This is an optimization exercise on Yosys and OpenROAD, whose aim is small area, a short achievable clock period and few clock cycles, not a production implementation. Function was checked by simulation only, so behaviour that the tests miss may differ from the original. Power is estimated from default activity; no workload was simulated.

## oak
// mmrc_mix
module mmrc_mix (
    input  wire        clk,
    input  wire        rst,           
    input  wire        cmd_valid,
    output wire        cmd_ready,
    input  wire [31:0] cmd_word,
    output wire        resp_valid,
    output wire [31:0] resp_word
);
    localparam [4:0] OP_NOP       = 5'h00;
    localparam [4:0] OP_ERR_READ  = 5'h06;
    localparam [4:0] OP_ERR_CLEAR = 5'h07;
    localparam [4:0] OP_CFG_WRITE = 5'h0C;
    localparam [4:0] OP_CFG_READ  = 5'h0D;
    localparam [4:0] OP_MIX_RATE  = 5'h18;
    localparam [4:0] OP_MIX_LEVEL = 5'h19;
    localparam [4:0] OP_MIX_COMB  = 5'h1A;
    localparam [4:0] OP_MIX_READ  = 5'h1B;
    function is_lfo(input [2:0] m);
        is_lfo = (m == 3'd3) | (m == 3'd4) | (m == 3'd6);
    endfunction
    function is_act(input [2:0] m);
        is_act = (m != 3'd0) & (m != 3'd7);
    endfunction
    function [1:0] kind_code(input [2:0] m);
        kind_code = {is_lfo(m), is_act(m) & ~is_lfo(m)};
    endfunction
    function [15:0] clamp15(input [18:0] x);
        clamp15 = x[18] ? 16'd0 : (x[17:15] != 3'd0) ? 16'h7FFF : {1'b0, x[14:0]};
    endfunction
  ...
Size in the first run: about 6500 cells after synthesis, ~750 flip-flops, ~51000 um^2 of cells after synthesis.
==> flow/config.mk <==
export PLATFORM = sky130hd
export DESIGN_NAME = mmrc_mix
export DESIGN_NICKNAME = mmrc_mix
export VERILOG_FILES = /design/flow/design.v
export SDC_FILE = /design/flow/constraint.sdc
export NUM_CORES = 4
export LEC_CHECK = 0
export ABC_AREA = 1
export CAP_MARGIN = 20
export CORE_MARGIN = 2
export CORE_UTILIZATION = 58
export PLACE_DENSITY = 0.7
export SLEW_MARGIN = 20
==> flow/constraint.sdc <==
create_clock -name core_clock -period 16.0 [get_ports {clk}]
set_input_delay 3.2000 -clock core_clock [delete_from_list [all_inputs] [get_ports {clk}]]
set_output_delay 3.2000 -clock core_clock [all_outputs]
set_load 0.01 [all_outputs]
standard.sh (not shown) runs the stock make flow with config.mk's settings and CLKGATE_MAP_FILE= SYNTH_SCRIPT=/design/flow/synth_recipe.tcl, a recipe that flattens the netlist after the stock synthesis.
==> flow/flow/run.sh <==
#!/bin/bash
# The standard layout (standard synthesis, floorplan, placement, CTS, routing),
# run by the standard.sh. The floorplan step's timing repair (gate sizing,
# buffer removal, pin swaps on the synthesised netlist) is asked to leave a
# setup margin of 10.5 ns, and the repair after CTS and global routing a margin
# of 9.0 ns, so the netlist is sized for a shorter achieved period than the
# clock's. The clock period and the constraints are the design's. Each
# standard.sh call's output is in its own log; ORFS keeps each step's log
# under orfs/logs.
set -euo pipefail
bash standard.sh SETUP_SLACK_MARGIN=10.5 synth floorplan > standard_floorplan.log 2>&1
bash standard.sh SETUP_SLACK_MARGIN=9.0 finish > standard.log 2>&1
Testbench counts of oak, summed over its fixed seeds: cycles 18,407.
Input-level comparison between pine and oak:
- PLACE_DENSITY now 0.75, was 0.7
- TNS_END_PERCENT now 0, previously not set
- CORE_UTILIZATION now 64, was 58
--- outcome ---
pine vs oak on number of buffers outside the clock class in the layout: pine is the lower one. Of pine and oak, the higher setup slack on the worst flop-to-flop path belongs to oak. Die area in pine is about 9% below oak.
Changes in birch relative to pine:
- a deleted TNS_END_PERCENT that had been 0
- a change of PLACE_DENSITY from 0.75 to 0.7
- a change of CORE_UTILIZATION from 64 to 58
==> flow/flow/run.sh <==
#!/bin/bash
# The standard layout (standard synthesis, floorplan, placement, CTS, routing),
# run by the standard.sh. The floorplan step's timing repair (gate sizing,
# buffer removal, pin swaps on the synthesised netlist) is asked to leave a
# setup margin of 11.5 ns, and the repair after CTS and global routing a margin
# of 9.0 ns, so the netlist is sized for a shorter achieved period than the
# clock's. The clock period and the constraints are the design's. Each
# standard.sh call's output is in its own log; ORFS keeps each step's log
# under orfs/logs.
set -euo pipefail
bash standard.sh SETUP_SLACK_MARGIN=11.5 synth floorplan > standard_floorplan.log 2>&1
bash standard.sh SETUP_SLACK_MARGIN=9.0 finish > standard.log 2>&1
Results
- Timing, DRC, antenna: 0 failures across birch and pine
- Comparing birch and pine, the higher final worst-path cycle share is on pine.
- Setup slack in birch is larger than in pine.
- Comparing birch with pine, the number of multi-input combinational cells in the layout came out essentially unchanged.
- For pine, the origin of the worst setup path was pend$_SDFF_PP0_, unlike birch, where it was aq[6]$_DFFE_PP_.
- Final max-slew violation count came out exactly the same in birch and pine.
- birch vs. pine: routed wire length went down by 5700 um.
- Taking pine as the reference, in birch layout clock buffer count fell 5.4%; final design area excluding fillers went up.
Inputs modified between birch and maple:
==> flow/flow/run.sh <==
#!/bin/bash
# The standard layout (standard synthesis, floorplan, placement, CTS, routing),
# run by the standard.sh. The floorplan step's timing repair (gate sizing,
# buffer removal, pin swaps on the synthesised netlist) is asked to leave a
# setup margin of 10.5 ns, and the repair after CTS and global routing a margin
# of 9.5 ns, so the netlist is sized for a shorter achieved period than the
# clock's. The clock period and the constraints are the design's. Each
# standard.sh call's output is in its own log; ORFS keeps each step's log
# under orfs/logs.
set -euo pipefail
bash standard.sh SETUP_SLACK_MARGIN=10.5 synth floorplan > standard_floorplan.log 2>&1
bash standard.sh SETUP_SLACK_MARGIN=9.5 finish > standard.log 2>&1
--- outcome ---
- maple: flow completed, timing, DRC and antenna clean
- birch → maple: final worst slack went up 0.14 ns; internal portion of total power went up about 1.4%; utilization went up 2.7 points.
- Looking at timing startpoint of the critical path, the qa[7]$_DFF_P_ result is from maple; the aq[6]$_DFFE_PP_ one comes from birch.
[inputs] cedar vs maple
- an added TNS_END_PERCENT of 0
==> flow/flow/run.sh <==
#!/bin/bash
# The standard layout (standard synthesis, floorplan, placement, CTS, routing),
# run by the standard.sh. The floorplan step's timing repair (gate sizing,
# buffer removal, pin swaps on the synthesised netlist) is asked to leave a
# setup margin of 10.5 ns, and the repair after CTS and global routing a margin
# of 9.0 ns, so the netlist is sized for a shorter achieved period than the
# clock's. The clock period and the constraints are the design's. Each
# standard.sh call's output is in its own log; ORFS keeps each step's log
# under orfs/logs.
set -euo pipefail
bash standard.sh SETUP_SLACK_MARGIN=10.5 synth floorplan > standard_floorplan.log 2>&1
bash standard.sh SETUP_SLACK_MARGIN=9.0 finish > standard.log 2>&1
Results
cedar: global routing met3 resource utilization is 1.2 points lower than what maple reported.
Diff maple -> cedar: remaining antenna violation count was more or less identical; portion of the layout cell area used by non-clock buffers went down by 4.1 points; utilization of the core after routing went down by 5.1 points; tightest hold margin went down by 0.0060 ns; total power went down by about 3%.
When the final numbers for cedar and maple were put side by side, the wire length of the first global-routing pass turned out to be smaller in cedar.
On upper clock frequency limit, the higher figure sits with maple, not cedar.

---

== north ==
mmrc_mix again, from the RTL that the note above started with.
export LEC_CHECK = 0
export ABC_AREA = 1
export CAP_MARGIN = 20
export CORE_MARGIN = 2
export CORE_UTILIZATION = 58
export PLACE_DENSITY = 0.7
export SLEW_MARGIN = 20
export TNS_END_PERCENT = 20
create_clock -name core_clock -period 16.0 [get_ports {clk}]
==> flow/flow/run.sh <==
#!/bin/bash
# The standard layout (standard synthesis, floorplan, placement, CTS, routing),
# run by the standard.sh. The floorplan step's timing repair (gate sizing,
# buffer removal, pin swaps on the synthesised netlist) is asked to leave a
# setup margin of 10.5 ns, and the repair after CTS and global routing a margin
# of 9.0 ns, so the netlist is sized for a shorter achieved period than the
# clock's. The clock period and the constraints are the design's. Each
# standard.sh call's output is in its own log; ORFS keeps each step's log
# under orfs/logs.
set -euo pipefail
bash standard.sh SETUP_SLACK_MARGIN=10.5 synth floorplan > standard_floorplan.log 2>&1
bash standard.sh SETUP_SLACK_MARGIN=9.0 finish > standard.log 2>&1
north finished every stage and its layout cleared the timing, design-rule and antenna checks.
Testbench counts of north, summed over its fixed seeds: cycles 18,407.
Input changes introduced in south (baseline for comparison: north):
- swapping 20 for 0 in TNS_END_PERCENT
diff --git a/flow/flow/run.sh b/flow/flow/run.sh
--- a/flow/flow/run.sh
+++ b/flow/flow/run.sh
@@ -6 +6 @@
-# of 9.0 ns, so the netlist is sized for a shorter achieved period than the
+# of 10.0 ns, so the netlist is sized for a shorter achieved period than the
@@ -12 +12 @@
-bash standard.sh SETUP_SLACK_MARGIN=9.0 finish > standard.log 2>&1
+bash standard.sh SETUP_SLACK_MARGIN=10.0 finish > standard.log 2>&1
## What came out
south against north: power of the combinational group shows an increase of about 1%, wire length of the first global-routing pass shows an increase of 0.36%.
Where final worst setup slack is concerned, north is outperformed by south.
Part of the power in the clock network of south is on par with north.
north and south ended up with nearly the same clock power.
south falls short of north in total power.
Comparing south against north, there is no change at all in total iterations of the first detailed-routing run.
Changes in east relative to south:
- TNS_END_PERCENT no longer set, was 0
diff --git a/flow/flow/run.sh b/flow/flow/run.sh
--- a/flow/flow/run.sh
+++ b/flow/flow/run.sh
@@ -6 +6 @@
-# of 10.0 ns, so the netlist is sized for a shorter achieved period than the
+# of 8.5 ns, so the netlist is sized for a shorter achieved period than the
@@ -12 +12 @@
-bash standard.sh SETUP_SLACK_MARGIN=10.0 finish > standard.log 2>&1
+bash standard.sh SETUP_SLACK_MARGIN=8.5 finish > standard.log 2>&1
[summary]
east: done, clean on timing, DRC and antenna
On met1 track demand over resource in global routing: between south and east, it ends up lower for south.
east: antenna diode instance count is 1 lower than what south reported.
Comparing clock network fraction of total power for south and east, the bigger number came from east.
Input-level comparison between west and east:
- setting TNS_END_PERCENT to 0 for the first time
diff --git a/flow/flow/run.sh b/flow/flow/run.sh
--- a/flow/flow/run.sh
+++ b/flow/flow/run.sh
@@ -6 +6 @@
-# of 8.5 ns, so the netlist is sized for a shorter achieved period than the
+# of 9.5 ns, so the netlist is sized for a shorter achieved period than the
@@ -12 +12 @@
-bash standard.sh SETUP_SLACK_MARGIN=8.5 finish > standard.log 2>&1
+bash standard.sh SETUP_SLACK_MARGIN=9.5 finish > standard.log 2>&1
## What came out
As far as power attributed to the clock group is concerned, west and east perform about the same. Utilization for west is higher than for east. west vs. east: area taken by multi-input logic gates went up by about 0.7%. Of east and west, east shows the lower post-route standard cell area excluding fillers, with west above it. The final reports for west and east show wire length on met3 higher in the former.

## what the ideal ports hide
The flow's constraints put no driver on any port. The routed layouts listed below were extracted and timed again, unchanged, in two steps. Step 1: set_driving_cell puts a clkbuf_16 on clk and a buf_2 on each other input, an assumption about the parent block. Step 2 also shifts input and output timing later by t, the mid clock arrival at the registers, as if the neighbouring blocks saw the same clock. Three values: ideal, step 1, step 2; two values: the first two.
| run | shift t [ns] | setup slack, ns | worst setup path after step 2 | worst slew at a driven data input, ns | pins driven straight from the clock port |
|---|---|---|---|---|---|
| oak | 0.739 | 8.795 / 8.721 / 8.435 | input to register | 0.08 | 1 |
| pine | 0.717 | 8.662 / 8.592 / 8.212 | input to register | 0.08 | 1 |
| birch | 0.725 | 8.806 / 8.734 / 8.349 | input to register | 0.03 | 1 |
| maple | 0.739 | 8.943 / 8.867 / 8.928 | input to register | 0.08 | 1 |
| cedar | 0.734 | 8.688 / 8.614 / 8.260 | input to register | 0.08 | 1 |
| north | 0.718 | 8.637 / 8.569 / 8.176 | input to register | 0.15 | 1 |
| south | 0.736 | 8.785 / 8.707 / 8.202 | input to register | 0.08 | 1 |
| east | 0.738 | 8.479 / 8.404 / 8.078 | input to register | 0.08 | 1 |
| west | 0.736 | 8.785 / 8.707 / 8.202 | input to register | 0.08 | 1 |
After both steps setup and hold are still met in every run listed.
